Context: an optimization exercise on an open-source flow, tuned for small area. The choices shown serve that exercise and are no tape-out recipe. Only simulation tests tie the RTL to the original design; equivalence was not proved.

==> inputs of exp/xenon <==
==> flow/design.v <==
module fbw_fsync (
    input  wire        clk,
    input  wire        rst,
    input  wire        rx_valid,
    input  wire [7:0]  rx_data,
    output wire        pkt_valid,
    output wire [15:0] pkt_axisX,
    output wire [15:0] pkt_axisY,
    output wire [7:0]  pkt_button,
    output wire [1:0]  fs_diag
);
    localparam [7:0] SENTINEL = 8'hAA;
    reg [2:0] fill;                      
    reg [7:0] b1, b2, b3, b4, b5;        
    reg [7:0] sum;                       
    wire idle = (fill == 3'd0);
    wire last = (fill == 3'd6);
    wire take = !rst && rx_valid;
    wire ok   = (sum == rx_data);
    assign pkt_axisX  = {b2, b1};
    assign pkt_axisY  = {b4, b3};
    assign pkt_button = b5;
    assign pkt_valid  = take && last && ok;
    assign fs_diag    = {take && last && !ok, take && idle && (rx_data != SENTINEL)};
    always @(posedge clk) begin
        if (rst)
            fill <= 3'd0;
        else if (rx_valid) begin
            if (idle)
                fill <= (rx_data == SENTINEL) ? 3'd1 : 3'd0;
            else if (last)
                fill <= 3'd0;
            else
                fill <= fill + 3'd1;
        end
    end
    always @(posedge clk) begin
        if (rx_valid) begin
            b1 <= b2;
            b2 <= b3;
            b3 <= b4;
            b4 <= b5;
            b5 <= rx_data;
        end
    end
    wire [7:0] sa = sum & {8{!idle}};
    wire [7:0] sb = rx_data & {8{rx_valid && !idle}};
    wire [7:0] sum_n;
    wire       sc1, sum_co;
    fbw_ha u_sum0 (.a(sa[0]), .b(sb[0]), .s(sum_n[0]), .co(sc1));
    fbw_add #(.W(7)) u_sum (.a(sa[7:1]), .b(sb[7:1]), .ci(sc1), .s(sum_n[7:1]), .co(sum_co));
    always @(posedge clk)
        sum <= sum_n;
endmodule
module fbw_unpack (
    input  wire        rst,
    input  wire        pl_valid,
    input  wire [7:0]  pl_len,
    input  wire [39:0] pl_data,
    output wire        upk_valid,
    output wire [15:0] upk_axisX,
    output wire [15:0] upk_axisY,
    output wire [7:0]  upk_button,
    output wire [1:0]  pl_diag
);
    localparam [7:0] PAYLOAD_LEN = 8'd5;
    wire take = !rst && pl_valid;
    assign upk_valid  = take && (pl_len == PAYLOAD_LEN);
    assign pl_diag    = (take && (pl_len != PAYLOAD_LEN)) ? 2'd3 : 2'd0;
    assign upk_axisX  = pl_data[15:0];
    assign upk_axisY  = pl_data[31:16];
    assign upk_button = pl_data[39:32];
endmodule
module fbw_fa (
    input  wire a,
    input  wire b,
    input  wire c,
    output wire s,
    output wire co
);
    assign s  = a ^ b ^ c;
    assign co = (a & b) | (c & (a ^ b));
endmodule
module fbw_ha (
    input  wire a,
    input  wire b,
    output wire s,
    output wire co
);
    assign s  = a ^ b;
    assign co = a & b;
endmodule
module fbw_add #(
    parameter integer W = 8
) (
    input  wire [W-1:0] a,
    input  wire [W-1:0] b,
    input  wire         ci,
    output wire [W-1:0] s,
    output wire         co
);
    wire [W:0] c;
    assign c[0] = ci;
    genvar i;
    generate
        for (i = 0; i < W; i = i + 1) begin : g_bit
            fbw_fa u_fa (.a(a[i]), .b(b[i]), .c(c[i]), .s(s[i]), .co(c[i+1]));
        end
    endgenerate
    assign co = c[W];
endmodule
module fbw_axmap (
    input  wire [15:0] raw,
    output wire [6:0]  angle
);
    wire s = raw[15];
    wire [17:0] u;
    wire        uc3;
    assign u[1:0] = raw[1:0];
    fbw_ha u_u2 (.a(raw[2]), .b(raw[0]), .s(u[2]), .co(uc3));
    fbw_add #(.W(14)) u_u (.a({s, raw[15:3]}), .b(raw[14:1]), .ci(uc3),
                           .s(u[16:3]), .co(u[17]));
    wire [21:0] p;
    wire        pc4;
    assign p[2:0] = u[2:0];
    fbw_ha u_p3 (.a(u[3]), .b(u[0]), .s(p[3]), .co(pc4));
    fbw_add #(.W(17)) u_p (.a({s, s, s, u[17:4]}), .b(u[17:1]), .ci(pc4),
                           .s(p[20:4]), .co(p[21]));
    wire [6:0] q = p[21:15];
    wire [5:0] ys;
    wire       yc;
    fbw_add #(.W(6)) u_y (.a(p[5:0]), .b(q[5:0]), .ci(!s), .s(ys), .co(yc));
    wire c_pos = (&p[14:6]) & yc;
    wire c_neg = (|p[14:6]) | (yc & (|ys));
    wire c     = s ? c_neg : c_pos;
    assign angle = q + 7'd90 + {6'd0, c};
endmodule
module fbw_fsafe #(
    parameter integer TRAVEL     = 45,
    parameter integer TIMEOUT_MS = 800
) (
    input  wire        clk,
    input  wire        rst,
    input  wire        pkt_valid,
    input  wire [15:0] pkt_axisX,
    input  wire [15:0] pkt_axisY,
    input  wire        poll,
    input  wire [31:0] now,
    output wire [39:0] servo_angle,
    output wire        servo_upd,
    output wire        failsafe
);
    reg        lk, qf;
    reg [31:0] last_ts;
    reg [6:0]  ax, ay;
    wire [6:0] mx, my;
    fbw_axmap u_mapx (.raw(pkt_axisX), .angle(mx));
    fbw_axmap u_mapy (.raw(pkt_axisY), .angle(my));
    wire [9:0]  el;
    wire        el_nb;       
    wire [21:0] eh;
    wire        eh_co;
    fbw_add #(.W(10)) u_el (.a(now[9:0]), .b(~last_ts[9:0]), .ci(1'b1), .s(el), .co(el_nb));
    fbw_add #(.W(22)) u_eh (.a(now[31:10]), .b(~last_ts[31:10]), .ci(1'b1), .s(eh), .co(eh_co));
    wire hi_zero = !(|eh[21:1]) && (eh[0] ^ el_nb);
    wire expired = !hi_zero || (el > 10'd800);
    wire force_n = poll && !pkt_valid && (qf ? lk : expired);
    assign servo_upd = !rst && (pkt_valid || force_n);
    assign failsafe  = rst || (!pkt_valid && (lk || force_n));
    always @(posedge clk) begin
        lk <= failsafe;
        if (rst)
            qf <= 1'b1;
        else if (pkt_valid)
            qf <= !poll;
        else if (poll)
            qf <= qf && lk;
    end
    always @(posedge clk) begin
        if (pkt_valid) begin
            ax <= mx;
            ay <= my;
        end else if (rst || force_n) begin
            ax <= 7'd90;
            ay <= 7'd90;
        end
    end
    always @(posedge clk) begin
        if (pkt_valid)
            last_ts <= now;
    end
    wire [7:0] a0 = {ax[6:3] == 4'd0, ax};
    wire [7:0] a2 = {ay[6:3] == 4'd0, ay};
    assign servo_angle = {a2, a2, a2, 8'd180 - a0, a0};
endmodule
module fbw_lcb (
    input  wire        clk,
    input  wire        rst,
    input  wire        rx_valid,
    input  wire [7:0]  rx_data,
    output wire        pkt_valid,
    output wire [15:0] pkt_axisX,
    output wire [15:0] pkt_axisY,
    output wire [7:0]  pkt_button,
    output wire [1:0]  fs_diag,
    input  wire        pl_valid,
    input  wire [7:0]  pl_len,
    input  wire [39:0] pl_data,
    output wire        upk_valid,
    output wire [15:0] upk_axisX,
    output wire [15:0] upk_axisY,
    output wire [7:0]  upk_button,
    output wire [1:0]  pl_diag,
    input  wire        poll,
    input  wire [31:0] now,
    output wire [39:0] servo_angle,
    output wire        servo_upd,
    output wire        failsafe
);
    fbw_fsync u_fsync (
        .clk(clk), .rst(rst),
        .rx_valid(rx_valid), .rx_data(rx_data),
        .pkt_valid(pkt_valid), .pkt_axisX(pkt_axisX), .pkt_axisY(pkt_axisY),
        .pkt_button(pkt_button), .fs_diag(fs_diag)
    );
    fbw_unpack u_unpack (
        .rst(rst),
        .pl_valid(pl_valid), .pl_len(pl_len), .pl_data(pl_data),
        .upk_valid(upk_valid), .upk_axisX(upk_axisX), .upk_axisY(upk_axisY),
        .upk_button(upk_button), .pl_diag(pl_diag)
    );
    fbw_fsafe #(.TRAVEL(45), .TIMEOUT_MS(800)) u_fsafe (
        .clk(clk), .rst(rst),
        .pkt_valid(upk_valid), .pkt_axisX(upk_axisX), .pkt_axisY(upk_axisY),
        .poll(poll), .now(now),
        .servo_angle(servo_angle), .servo_upd(servo_upd), .failsafe(failsafe)
    );
endmodule
==> flow/flow/run.sh <==
#!/bin/bash
set -euo pipefail
export BUFFER_PORTS_ARGS="-buffer_cell sky130_fd_sc_hd__buf_1"
bash standard.sh > standard.log 2>&1
==> flow/standard.sh <==
#!/bin/bash
# synth_recipe.tcl (not shown) runs the flow's synth.tcl, then flattens the netlist and writes it again
# the make line also repeats each setting of config.mk as NAME=value (left out here)
make -C /OpenROAD-flow-scripts/flow DESIGN_CONFIG=/design/flow/config.mk WORK_HOME=/design/flow/orfs CLKGATE_MAP_FILE= SYNTH_SCRIPT=/design/flow/synth_recipe.tcl "${@:-finish}"
==> flow/config.mk <==
export PLATFORM = sky130hd
export DESIGN_NAME = fbw_lcb
export DESIGN_NICKNAME = fbw_lcb
export VERILOG_FILES = /design/flow/design.v
export SDC_FILE = /design/flow/constraint.sdc
export NUM_CORES = 4
export LEC_CHECK = 0
export CAP_MARGIN = 20
export CORE_MARGIN = 2
export CORE_UTILIZATION = 70
export CTS_BUF_LIST = sky130_fd_sc_hd__clkbuf_8
export CTS_CLUSTER_SIZE = 10
export SLEW_MARGIN = 20
export SYNTH_HIERARCHICAL = 1
==> flow/constraint.sdc <==
create_clock -name core_clock -period 25.0 [get_ports {clk}]
set_input_delay 5.0000 -clock core_clock [delete_from_list [all_inputs] [get_ports {clk}]]
set_output_delay 5.0000 -clock core_clock [all_outputs]
set_load 0.01 [all_outputs]
==> exp/lagoon: changes against exp/xenon <==
==> flow/design.v, changed modules only <==
module fbw_fsync (
    input  wire        clk,
    input  wire        rst,
    input  wire        rx_valid,
    input  wire [7:0]  rx_data,
    output wire        pkt_valid,
    output wire [15:0] pkt_axisX,
    output wire [15:0] pkt_axisY,
    output wire [7:0]  pkt_button,
    output wire [1:0]  fs_diag
);
    localparam [7:0] SENTINEL = 8'hAA;
    reg [2:0] fill;                      
    reg [7:0] b1, b2, b3, b4, b5;        
    reg [7:0] sum;                       
    wire idle = (fill == 3'd0);
    wire last = (fill == 3'd6);
    wire take = !rst && rx_valid;
    wire ok   = (sum == rx_data);
    assign pkt_axisX  = {b2, b1};
    assign pkt_axisY  = {b4, b3};
    assign pkt_button = b5;
    assign pkt_valid  = take && last && ok;
    assign fs_diag    = {take && last && !ok, take && idle && (rx_data != SENTINEL)};
    always @(posedge clk) begin
        if (rst)
            fill <= 3'd0;
        else if (rx_valid) begin
            if (idle)
                fill <= (rx_data == SENTINEL) ? 3'd1 : 3'd0;
            else if (last)
                fill <= 3'd0;
            else
                fill <= fill + 3'd1;
        end
    end
    always @(posedge clk) begin
        if (rx_valid) begin
            b1 <= b2;
            b2 <= b3;
            b3 <= b4;
            b4 <= b5;
            b5 <= rx_data;
        end
    end
    wire [7:0] sum_n;
    wire       sum_co;
    fbw_add #(.W(8)) u_sum (.a(sum & {8{!idle}}), .b(rx_data & {8{rx_valid && !idle}}), .ci(1'b0),
                            .s(sum_n), .co(sum_co));
    always @(posedge clk)
        sum <= sum_n;
endmodule
module fbw_add #(
    parameter integer W = 8
) (
    input  wire [W-1:0] a,
    input  wire [W-1:0] b,
    input  wire         ci,
    output wire [W-1:0] s,
    output wire         co
);
    wire [W:0] c;
    assign c[0] = ci;
    genvar i;
    generate
        for (i = 0; i < W; i = i + 1) begin : g_bit
            assign s[i]   = a[i] ^ b[i] ^ c[i];
            assign c[i+1] = (a[i] & b[i]) | (c[i] & (a[i] ^ b[i]));
        end
    endgenerate
    assign co = c[W];
endmodule
module fbw_axmap (
    input  wire [15:0] raw,
    output wire [6:0]  angle
);
    wire s = raw[15];
    wire [17:0] u;
    assign u[1:0] = raw[1:0];
    fbw_add #(.W(15)) u_u (.a({s, raw[15:2]}), .b(raw[14:0]), .ci(1'b0),
                           .s(u[16:2]), .co(u[17]));
    wire [21:0] p;
    assign p[2:0] = u[2:0];
    fbw_add #(.W(18)) u_p (.a({s, s, s, u[17:3]}), .b(u[17:0]), .ci(1'b0),
                           .s(p[20:3]), .co(p[21]));
    wire [6:0] q = p[21:15];
    wire [5:0] ys;
    wire       yc;
    fbw_add #(.W(6)) u_y (.a(p[5:0]), .b(q[5:0]), .ci(!s), .s(ys), .co(yc));
    wire c_pos = (&p[14:6]) & yc;
    wire c_neg = (|p[14:6]) | (yc & (|ys));
    wire c     = s ? c_neg : c_pos;
    wire co_unused;
    fbw_add #(.W(7)) u_a (.a(q), .b(7'd90), .ci(c), .s(angle), .co(co_unused));
endmodule
module fbw_fsafe #(
    parameter integer TRAVEL     = 45,
    parameter integer TIMEOUT_MS = 800
) (
    input  wire        clk,
    input  wire        rst,
    input  wire        pkt_valid,
    input  wire [15:0] pkt_axisX,
    input  wire [15:0] pkt_axisY,
    input  wire        poll,
    input  wire [31:0] now,
    output wire [39:0] servo_angle,
    output wire        servo_upd,
    output wire        failsafe
);
    reg        lk, qf;
    reg [31:0] last_ts;
    reg [6:0]  ax, ay;
    wire [6:0] mx, my;
    fbw_axmap u_mapx (.raw(pkt_axisX), .angle(mx));
    fbw_axmap u_mapy (.raw(pkt_axisY), .angle(my));
    wire [9:0] el;
    wire       nb;       
    fbw_add #(.W(10)) u_el (.a(now[9:0]), .b(~last_ts[9:0]), .ci(1'b1), .s(el), .co(nb));
    wire [31:10] bin = {last_ts[30:10] & ~now[30:10], !nb};
    wire        hi_zero = &(~(now[31:10] ^ last_ts[31:10] ^ bin));
    wire        expired = !hi_zero || (el > 10'd800);
    wire force_n = poll && !pkt_valid && (qf ? lk : expired);
    assign servo_upd = !rst && (pkt_valid || force_n);
    assign failsafe  = rst || (!pkt_valid && (lk || force_n));
    always @(posedge clk) begin
        lk <= failsafe;
        if (rst)
            qf <= 1'b1;
        else if (pkt_valid)
            qf <= !poll;
        else if (poll)
            qf <= qf && lk;
    end
    always @(posedge clk) begin
        if (pkt_valid) begin
            ax <= mx;
            ay <= my;
        end else if (rst || force_n) begin
            ax <= 7'd90;
            ay <= 7'd90;
        end
    end
    always @(posedge clk) begin
        if (pkt_valid)
            last_ts <= now;
    end
    wire [7:0] a0 = {ax[6:3] == 4'd0, ax};
    wire [7:0] a2 = {ay[6:3] == 4'd0, ay};
    assign servo_angle = {a2, a2, a2, 8'd180 - a0, a0};
endmodule
// module fbw_fa removed
// module fbw_ha removed
==> flow/run.sh (new file) <==
#!/bin/bash
# synth_recipe.tcl (not shown) runs the flow's synth.tcl, then flattens the netlist and writes it again
# the make line also repeats each setting of config.mk as NAME=value (left out here)
make -C /OpenROAD-flow-scripts/flow DESIGN_CONFIG=/design/flow/config.mk WORK_HOME=/design/flow/orfs CLKGATE_MAP_FILE= SYNTH_SCRIPT=/design/flow/synth_recipe.tcl finish
ABC_AREA = 1   (was unset)
CORE_UTILIZATION = 40   (was 70)
CTS_BUF_LIST = unset   (was sky130_fd_sc_hd__clkbuf_8)
CTS_CLUSTER_SIZE = unset   (was 10)
SYNTH_HIERARCHICAL = unset   (was 1)
removed: flow/flow/run.sh
removed: flow/standard.sh
==> flow_metrics.env <==
export IMPL_status="no timing/DRC/antenna violations"
export IMPL_ir_worst_vdd_uv=28.2
export IMPL_synth_warnings=2
export IMPL_nNetsFinal=1096
export IMPL_synth_most_common_cell="inv_1"
export IMPL_rows=49
Source of the figures above: exp/lagoon

==> flow_metrics.env <==
export IMPL_ir_worst_vdd_uv=47.6
export IMPL_synth_warnings=8
export IMPL_synth_most_common_cell="fa_1"
export IMPL_status="no timing/DRC/antenna violations"
export IMPL_seq_cells=99
export IMPL_avgSynthCellArea_um2=14.4
Source of the figures above: exp/xenon

## static timing again, ports no longer ideal
The results above use ideal ports. As a check the final layouts listed here were re-extracted and re-timed, cells and wires unchanged. Step 1, drivers: a clkbuf_16 drives clk and a buf_2 each remaining input, both assumed. Step 2 also shifts input and output timing later by t, the mid clock arrival at the registers, as if the neighbouring blocks saw the same clock. a / b / c = ideal ports / drivers / drivers and shift; a / b = the first two.
| run | shift t [ns] | slack for setup (ns) | worst setup path at the end | clock arrival spread, ns | worst data-port slew with drivers (ns) |
|---|---|---|---|---|---|
| exp/xenon | 0.383 | 5.145 / 5.116 / 5.116 | input to output | 0.012 / 0.013 | 0.07 |
| exp/lagoon | 0.379 | 9.672 / 9.643 / 9.487 | input to register | 0.009 / 0.009 | 0.07 |
After both steps setup and hold are still met in every run listed. The setup slack of exp/lagoon, which loses most, moves by -0.029 ns with the drivers and by -0.185 ns with both steps.
